Background: an optimization exercise with open tools, aiming at small area and a short achievable clock period. Do not read the settings as production practice. The RTL was checked by simulation tests, not by an equivalence proof against the original design. No activity file was given, so power comes from the tool's default toggle rates.

==> design/flow/design.v <==
module ava_core (
    input  wire        clk,
    input  wire        rst,           
    input  wire [15:0] prog_len,      
    output wire [15:0] prog_addr,     
    input  wire [7:0]  prog_data,     
    output reg  [31:0] stk_w_data,
    output reg         stk_w_valid,
    input  wire        stk_w_ready,
    input  wire [31:0] stk_r_data,
    input  wire        stk_r_valid,
    output reg         stk_r_ready,
    output reg  [7:0]  out_data,
    output reg         out_valid,
    input  wire        out_ready,
    output wire        halt,
    output wire        fault,
    output wire [2:0]  cause,
    output wire        push_lost,
    output wire        out_lost
);
    localparam [3:0] S_INIT     = 4'd0;
    localparam [3:0] S_DECODE   = 4'd1;
    localparam [3:0] S_PUSHIMM1 = 4'd2;
    localparam [3:0] S_PUSHIMM2 = 4'd3;
    localparam [3:0] S_PUSHVAR1 = 4'd4;
    localparam [3:0] S_PUSHVAR2 = 4'd5;
    localparam [3:0] S_PUSHVAR3 = 4'd6;
    localparam [3:0] S_LET      = 4'd7;
    localparam [3:0] S_PRINT    = 4'd8;
    localparam [3:0] S_ALU1     = 4'd9;
    localparam [3:0] S_ALU2     = 4'd10;
    localparam [3:0] S_ALU3     = 4'd11;
    localparam [3:0] S_ALU4     = 4'd12;
    localparam [3:0] S_DONE     = 4'd13;
    localparam [7:0] OPC_PUSH_IMM  = 8'h01;
    localparam [7:0] OPC_PUSH_VAR  = 8'h0a;
    localparam [7:0] OPC_LET       = 8'h20;
    localparam [7:0] OPC_PRINT     = 8'h80;
    localparam [7:0] OPC_PRINT_LF  = 8'h82;
    localparam [7:0] OPC_ADD       = 8'ha0;
    localparam [7:0] OPC_MUL       = 8'ha5;
    localparam [2:0] OP_ADD  = 3'd0;
    localparam [2:0] OP_MUL  = 3'd1;
    localparam [2:0] TYP_INTEGER = 3'd0;
    localparam [2:0] C_NONE      = 3'd0;
    localparam [2:0] C_END       = 3'd1;
    localparam [2:0] C_UNKNOWN   = 3'd2;
    localparam [2:0] C_TYPE      = 3'd3;
    localparam [2:0] C_UNIMPL    = 3'd4;
    localparam [2:0] C_TRUNC     = 3'd6;
    localparam [2:0] C_BADSLOT   = 3'd7;
    reg  [3:0]  st;
    reg  [15:0] pc;
    reg  [7:0]  immlo;
    reg  [2:0]  op;
    reg  [2:0]  typ;
    reg  [31:0] opa;
    reg  [31:0] opb;
    reg         dst_valid;
    reg  [1:0]  dst;
    reg  [1:0]  sra;
    reg  [31:0] srd;
    reg  [2:0]  cause_r;
    reg         push_lost_r;
    reg         out_lost_r;
    reg  [31:0] slot [0:3];
    wire [7:0] fb = prog_data;    
    assign prog_addr = pc;
    assign halt      = (st == S_DONE);
    assign fault     = (st == S_DONE) && (cause_r >= C_TYPE);
    assign cause     = cause_r;
    assign push_lost = push_lost_r;
    assign out_lost  = out_lost_r;
    wire       first_let = (st == S_LET) && !dst_valid;
    wire       fb_big    = (fb > 8'd3);
    wire       bad_slot  = fb_big && ((st == S_PUSHVAR1) || first_let);
    wire [1:0] let_idx   = dst_valid ? dst : fb[1:0];
    wire       slot_w_en = (st == S_LET) && !bad_slot && stk_r_valid;
    wire signed [15:0] lhs = opa[15:0];
    wire signed [15:0] rhs = opb[15:0];
    wire signed [16:0] sum17  = lhs + rhs;
    wire signed [31:0] prod32 = lhs * rhs;
    reg  [31:0] alu_result;
    reg         alu_fatal;
    reg  [2:0]  alu_cause;
    always @(*) begin
        alu_result = 32'd0;
        alu_fatal  = 1'b0;
        alu_cause  = C_NONE;
        if (typ != TYP_INTEGER) begin
            alu_fatal = 1'b1;
            alu_cause = C_TYPE;
        end else begin
            case (op)
                OP_ADD:  alu_result = {{16{sum17[16]}}, sum17[15:0]};
                OP_MUL:  alu_result = prod32;
                default: begin
                    alu_fatal = 1'b1;
                    alu_cause = C_UNIMPL;
                end
            endcase
        end
    end
    always @(*) begin
        stk_w_valid = 1'b0;
        stk_w_data  = 32'd0;
        stk_r_ready = 1'b0;
        out_valid   = 1'b0;
        out_data    = 8'd0;
        case (st)
            S_DECODE: begin
                if (fb == OPC_PRINT_LF) begin
                    out_valid = 1'b1;
                    out_data  = 8'h0a;
                end
            end
            S_PUSHIMM2: begin
                stk_w_valid = 1'b1;
                stk_w_data  = {16'd0, fb, immlo};
            end
            S_PUSHVAR3: begin
                stk_w_valid = 1'b1;
                stk_w_data  = srd;
            end
            S_LET: begin
                stk_r_ready = stk_r_valid && !bad_slot;
            end
            S_PRINT: begin
                stk_r_ready = stk_r_valid;
                out_valid   = stk_r_valid;
                out_data    = 8'h30 + stk_r_data[7:0];
            end
            S_ALU1, S_ALU3: begin
                stk_r_ready = stk_r_valid;
            end
            S_ALU4: begin
                stk_w_valid = !alu_fatal;
                stk_w_data  = alu_result;
            end
            default: ;
        endcase
    end
    wire at_end = (pc == prog_len);
    always @(posedge clk) begin
        if (rst) begin
            st          <= S_INIT;
            pc          <= 16'd0;
            dst_valid   <= 1'b0;
            cause_r     <= C_NONE;
            push_lost_r <= 1'b0;
            out_lost_r  <= 1'b0;
        end else begin
            if (stk_w_valid && !stk_w_ready)
                push_lost_r <= 1'b1;
            if (out_valid && !out_ready)
                out_lost_r <= 1'b1;
            case (st)
                S_INIT: begin
                    pc <= pc + 16'd1;
                    if (pc + 16'd1 == prog_len) begin
                        st      <= S_DONE;
                        cause_r <= C_END;
                    end else begin
                        st <= S_DECODE;
                    end
                end
                S_DECODE: begin
                    case (fb)
                        OPC_PUSH_IMM, OPC_PUSH_VAR, OPC_LET: begin
                            if (at_end) begin
                                st      <= S_DONE;
                                cause_r <= C_TRUNC;
                            end else begin
                                pc <= pc + 16'd1;
                                if (fb == OPC_PUSH_IMM)
                                    st <= S_PUSHIMM1;
                                else if (fb == OPC_PUSH_VAR)
                                    st <= S_PUSHVAR1;
                                else
                                    st <= S_LET;
                            end
                        end
                        OPC_PRINT: begin
                            st <= S_PRINT;
                        end
                        OPC_PRINT_LF: begin
                            if (at_end) begin
                                st      <= S_DONE;
                                cause_r <= C_END;
                            end else begin
                                pc <= pc + 16'd1;
                                st <= S_DECODE;
                            end
                        end
                        OPC_ADD: begin
                            op  <= OP_ADD;
                            typ <= TYP_INTEGER;
                            st  <= S_ALU1;
                        end
                        OPC_MUL: begin
                            op  <= OP_MUL;
                            typ <= TYP_INTEGER;
                            st  <= S_ALU1;
                        end
                        default: begin
                            st      <= S_DONE;
                            cause_r <= C_UNKNOWN;
                        end
                    endcase
                end
                S_PUSHIMM1: begin
                    immlo <= fb;
                    if (at_end) begin
                        st      <= S_DONE;
                        cause_r <= C_TRUNC;
                    end else begin
                        pc <= pc + 16'd1;
                        st <= S_PUSHIMM2;
                    end
                end
                S_PUSHIMM2, S_PUSHVAR3: begin
                    if (at_end) begin
                        st      <= S_DONE;
                        cause_r <= C_END;
                    end else begin
                        pc <= pc + 16'd1;
                        st <= S_DECODE;
                    end
                end
                S_PUSHVAR1: begin
                    if (bad_slot) begin
                        st      <= S_DONE;
                        cause_r <= C_BADSLOT;
                    end else begin
                        sra <= fb[1:0];
                        st  <= S_PUSHVAR2;
                    end
                end
                S_PUSHVAR2: begin
                    srd <= slot[sra];
                    st  <= S_PUSHVAR3;
                end
                S_LET: begin
                    if (bad_slot) begin
                        st      <= S_DONE;
                        cause_r <= C_BADSLOT;
                    end else if (stk_r_valid) begin
                        dst_valid <= 1'b0;
                        if (at_end) begin
                            st      <= S_DONE;
                            cause_r <= C_END;
                        end else begin
                            pc <= pc + 16'd1;
                            st <= S_DECODE;
                        end
                    end else begin
                        dst       <= let_idx;
                        dst_valid <= 1'b1;
                    end
                end
                S_PRINT: begin
                    if (stk_r_valid) begin
                        if (at_end) begin
                            st      <= S_DONE;
                            cause_r <= C_END;
                        end else begin
                            pc <= pc + 16'd1;
                            st <= S_DECODE;
                        end
                    end
                end
                S_ALU1: begin
                    if (stk_r_valid) begin
                        opb <= stk_r_data;
                        st  <= S_ALU2;
                    end
                end
                S_ALU2: begin
                    st <= S_ALU3;
                end
                S_ALU3: begin
                    if (stk_r_valid) begin
                        opa <= stk_r_data;
                        st  <= S_ALU4;
                    end
                end
                S_ALU4: begin
                    if (alu_fatal) begin
                        st      <= S_DONE;
                        cause_r <= alu_cause;
                    end else if (at_end) begin
                        st      <= S_DONE;
                        cause_r <= C_END;
                    end else begin
                        pc <= pc + 16'd1;
                        st <= S_DECODE;
                    end
                end
                S_DONE: ;
                default: st <= S_DONE;
            endcase
        end
    end
    always @(posedge clk) begin
        if (!rst && slot_w_en)
            slot[let_idx] <= stk_r_data;
    end
endmodule
==> design/flow/run.sh <==
#!/bin/bash
# synth_recipe.tcl (not shown) runs the flow's synth.tcl, then flattens the netlist and writes it again
# the make line also repeats each setting of config.mk as NAME=value (left out here)
make -C /OpenROAD-flow-scripts/flow DESIGN_CONFIG=/design/flow/config.mk WORK_HOME=/design/flow/orfs CLKGATE_MAP_FILE= SYNTH_SCRIPT=/design/flow/synth_recipe.tcl finish
==> design/flow/config.mk <==
export PLATFORM = sky130hd
export DESIGN_NAME = ava_core
export DESIGN_NICKNAME = ava_core
export VERILOG_FILES = /design/flow/design.v
export SDC_FILE = /design/flow/constraint.sdc
export NUM_CORES = 4
export LEC_CHECK = 0
export CAP_MARGIN = 20
export CORE_MARGIN = 2
export CORE_UTILIZATION = 40
export SLEW_MARGIN = 20
==> design/flow/constraint.sdc <==
create_clock -name core_clock -period 10.0 [get_ports {clk}]
set_input_delay 2.0000 -clock core_clock [delete_from_list [all_inputs] [get_ports {clk}]]
set_output_delay 2.0000 -clock core_clock [all_outputs]
set_load 0.01 [all_outputs]
==> results.txt <==
-- worst min-delay path, delay by kind of cell (launching register included) --
family | cells | cell delay (ps)
flip-flops | 1 | 330
AND/OR/NAND/NOR | 2 | 120
-- layout by cell type (no fill, tap or decap), types with 50 or more instances in the layout --
cell type,instances
clkdlybuf4s50_1,126
and2_1,119
buf_4,65
ha_1,101
nor2_1,97
a21oi_1,54
inv_1,309
edfxtp_1,205
fa_1,262
o21ai_0,57
nand2_1,179
xnor2_1,50
-- path summary, 6_finish.rpt --
check,cells after the start,endpoint,slack [ps]
min,2,push_lost_r,490
max,22,stk_w_data[31],270
max reg2reg,6,slot[2][20],6690
min reg2reg,2,push_lost_r,490
-- power breakdown --
| part | internal [W] | leakage, nW | switching [W] | total (W) |
|---|---|---|---|---|
| logic | 0.00103 | 7.46 | 0.00147 | 0.00250 |
| registers | 0.00108 | 2.06 | 0.0000571 | 0.00113 |
| clock network | 0.000474 | 0.359 | 0.000382 | 0.000857 |
-- layout make-up --
type                       instances  share of cell area
clock buffer                      29              0.0258
clock inverter                    13             0.00532
multi-input combinational       1286               0.526
tap                              680              0.0355
inverter                         310              0.0487
sequential                       231               0.278
timing repair buffer             199              0.0799
-- state kept, by name (all words and copies together), names as in the netlist --
register	count
slot	128
st	4
cause_r	3
sra	2
dst_valid	1
srd	32
dst	2
opb	16
push_lost_r	1
opa	16
op	1
out_lost_r	1
immlo	8
pc	16
-- cells by family (layout without fill, tap and decap cells) --
| family | Yosys count | count (layout) | share of synthesized area |
|---|---|---|---|
| compound gates | 256 | 256 | 0.0843 |
| xor+xnor | 83 | 83 | 0.0360 |
| fa+ha+maj | 364 | 364 | 0.315 |
| buf+inv | 392 | 551 | 0.0728 |
| flops | 231 | 231 | 0.322 |
| mux | 43 | 43 | 0.0401 |
| simple gates | 540 | 540 | 0.130 |
-- stage by stage --
step | worst slack [ps] | instance area [um^2] | total power [W]
2_1_floorplan | 1490 | 20700 | 0.00289
3_3_place_gp | 504 | 22800 | 0.00360
3_5_place_dp | 353 | 22800 | 0.00362
4_1_cts | 31.0 | 23600 | 0.00450
5_1_grt | 2.01 | 24000 | 0.00484
6_report | 274 | 24000 | 0.00449
-- repair_timing --
item | CTS | global route
endpoints found under the setup margin | 1 | 1
resized for setup | 1 | 2
hold buffers | 0 | 0
buffers inserted | 7 | 30
pin swaps | 0 | 1
gates cloned | 0 | 0
-- metal layers --
| layer | vias up | routed length [um] | part of all wire | track usage |
|---|---|---|---|---|
| met2 | 433 | 26500 | 0.49 | 0.355 |
| met5 | - | 0 | 0 | 0 |
| met4 | 0 | 1240 | 0.023 | 0.0509 |
| met1 | 7331 | 24000 | 0.44 | 0.287 |
| li1 | 6615 | - | - | - |
| met3 | 67 | 2680 | 0.049 | 0.0165 |
==> impl_metrics.tcl <==
set metrics [dict create \
    viasPerCell 5.26 \
    path_clk_slew_ps 60 \
    synth_area_um2 20700 \
    fin_setup_tns_ps 0 \
    clockBufferDepth 3 \
    ant_nets 0 \
    multiInputGateArea_um2 12600 \
    fin_nets 2477 \
    grt_pass1_vias 15300 \
    crit_buf_inv 6 \
    critPathMostFrequentCell "fa_1" \
    dp_hpwl_mm 42.5 \
    die_w_um 232 \
    ff_latch_area_um2 6680 \
    ys_ff_latch 231 \
    yosysWarningCount 1 \
    synth_top_area_share 0.297 \
    die-area_um2 53700 \
    area_growth_pct 15.6 \
    crit_family "adder cells" \
    static-leakage-power_nw 9.88 \
    drive_gt1_frac 0.0866 \
    tightest_slew_ps 1050 \
    core_area_um2 51300 \
    cts_buffers 24 \
    clockRootBuffer "clkbuf_16" \
    slowest_delay_ps 580 \
    netlist_top_cells_count "inv_1 (310), fa_1 (263), edfxtp_1 (205)" \
    syn_area_per_cell_um2 10.9 \
    fin_worst_skew_ps 32.1 \
    synth_most_common_cell "inv_1" \
    wl_per_cell_um 19.8 \
    ys_async_sr_fraction 0 \
    die_y_um 232 \
    antenna_cells 0 \
    htree_levels 1 \
    yosys-top-cells-area "edfxtp_1 (30%), fa_1 (25%), ha_1 (6.1%), inv_1 (5.6%), and2_1 (3.6%)" \
    track_usage 0.207 \
    maxSlewViolCount 0 \
    rsz0062_at_grt "no" \
    min_period_over_period 0.973 \
    critPathLaunchType "register" \
    pin_count 127 \
    critPathKind "register to output port" \
    hold_ws_ps 488 \
    yosysSeqAreaShare 0.322 \
    hold_start "push_lost_r" \
    timing.max_cap.violations 0 \
    antenna_found_initial 0 \
    relSlewSlack 0.298 \
    cp_slowest_cell "fa_1" \
    max_freq_mhz 103 \
    dr.first_iter.drc_count 1122 \
    crit_path_end_kind "output port" \
    initial_core_util 0.404 \
    synth_cells 1909 \
    drc_errors 0 \
    vias 14400 \
    grt_max_degree 47 \
    synth_cell_types 82 \
    worstReg2RegStart "st[2]" \
    worstPathCellList "buf_4, buf_4, nand2_1, fa_1, inv_1, fa_1, fa_1, fa_1, fa_1, inv_1, fa_1, inv_1, ha_1, a211oi_1, nor2_1, nor2_1, nand4_1, a2111o_1, and4_1, o31ai_2, a22o_1, clkdlybuf4s50_1" \
    place.gp.congestion 0.933 \
    fill_cells 4735 \
    ys.flop_type "edfxtp_1" \
    cts_tree "yes" \
    synth_top_area_cell "edfxtp_1" \
    clk_latency_ps 550 \
    peakVddDrop_mv 0.202 \
    dp_cells 2666 \
    synth_edf_count 205 \
    hold_viol 0 \
    period_minus_slack_ps 9730 \
    crit_arrival_ps 7730 \
    grt_pass1_wl_mm 86.2 \
    overflow 0 \
    run_status "no timing/DRC/antenna violations" \
    crit_start "opa[15]" \
    finalNonFillerCells 2748 \
    clock-sinks 231 \
    power_density_nw_per_um2 187 \
    syn-num-nets 2334 \
    port_buffers 126 \
    final-setup-viol-count 0 \
    rows 83 \
    path_max_fanout 12 \
    totalWireLength_mm 54.3 \
    hp-class "register to register" \
    required_ps 8000 \
    final_util 0.467 \
    dr.pass1.iters 6 \
]

separate check: timing with driven ports:
The flow's constraints put no driver on any port. The routed layout listed below was extracted and timed again, unchanged, in two steps.
Step 1 assumes that a clkbuf_16 drives the clock port and a buf_2 every other input.
Step 2 also shifts input and output timing later by t, the mid clock arrival at the registers, as if the neighbouring blocks saw the same clock.
a / b / c = no drivers / after step 1 / after step 2; a / b = the first two.
t (ns): 0.587
setup slack, ns: 0.274 / 0.224 / 0.811
worst setup path after step 2: register to output
worst register clock-pin slew, ns: 0.07 / 0.07
After both steps setup and hold are still met in this run. The setup slack of this run moves by -0.050 ns with the drivers and by +0.537 ns with both steps.
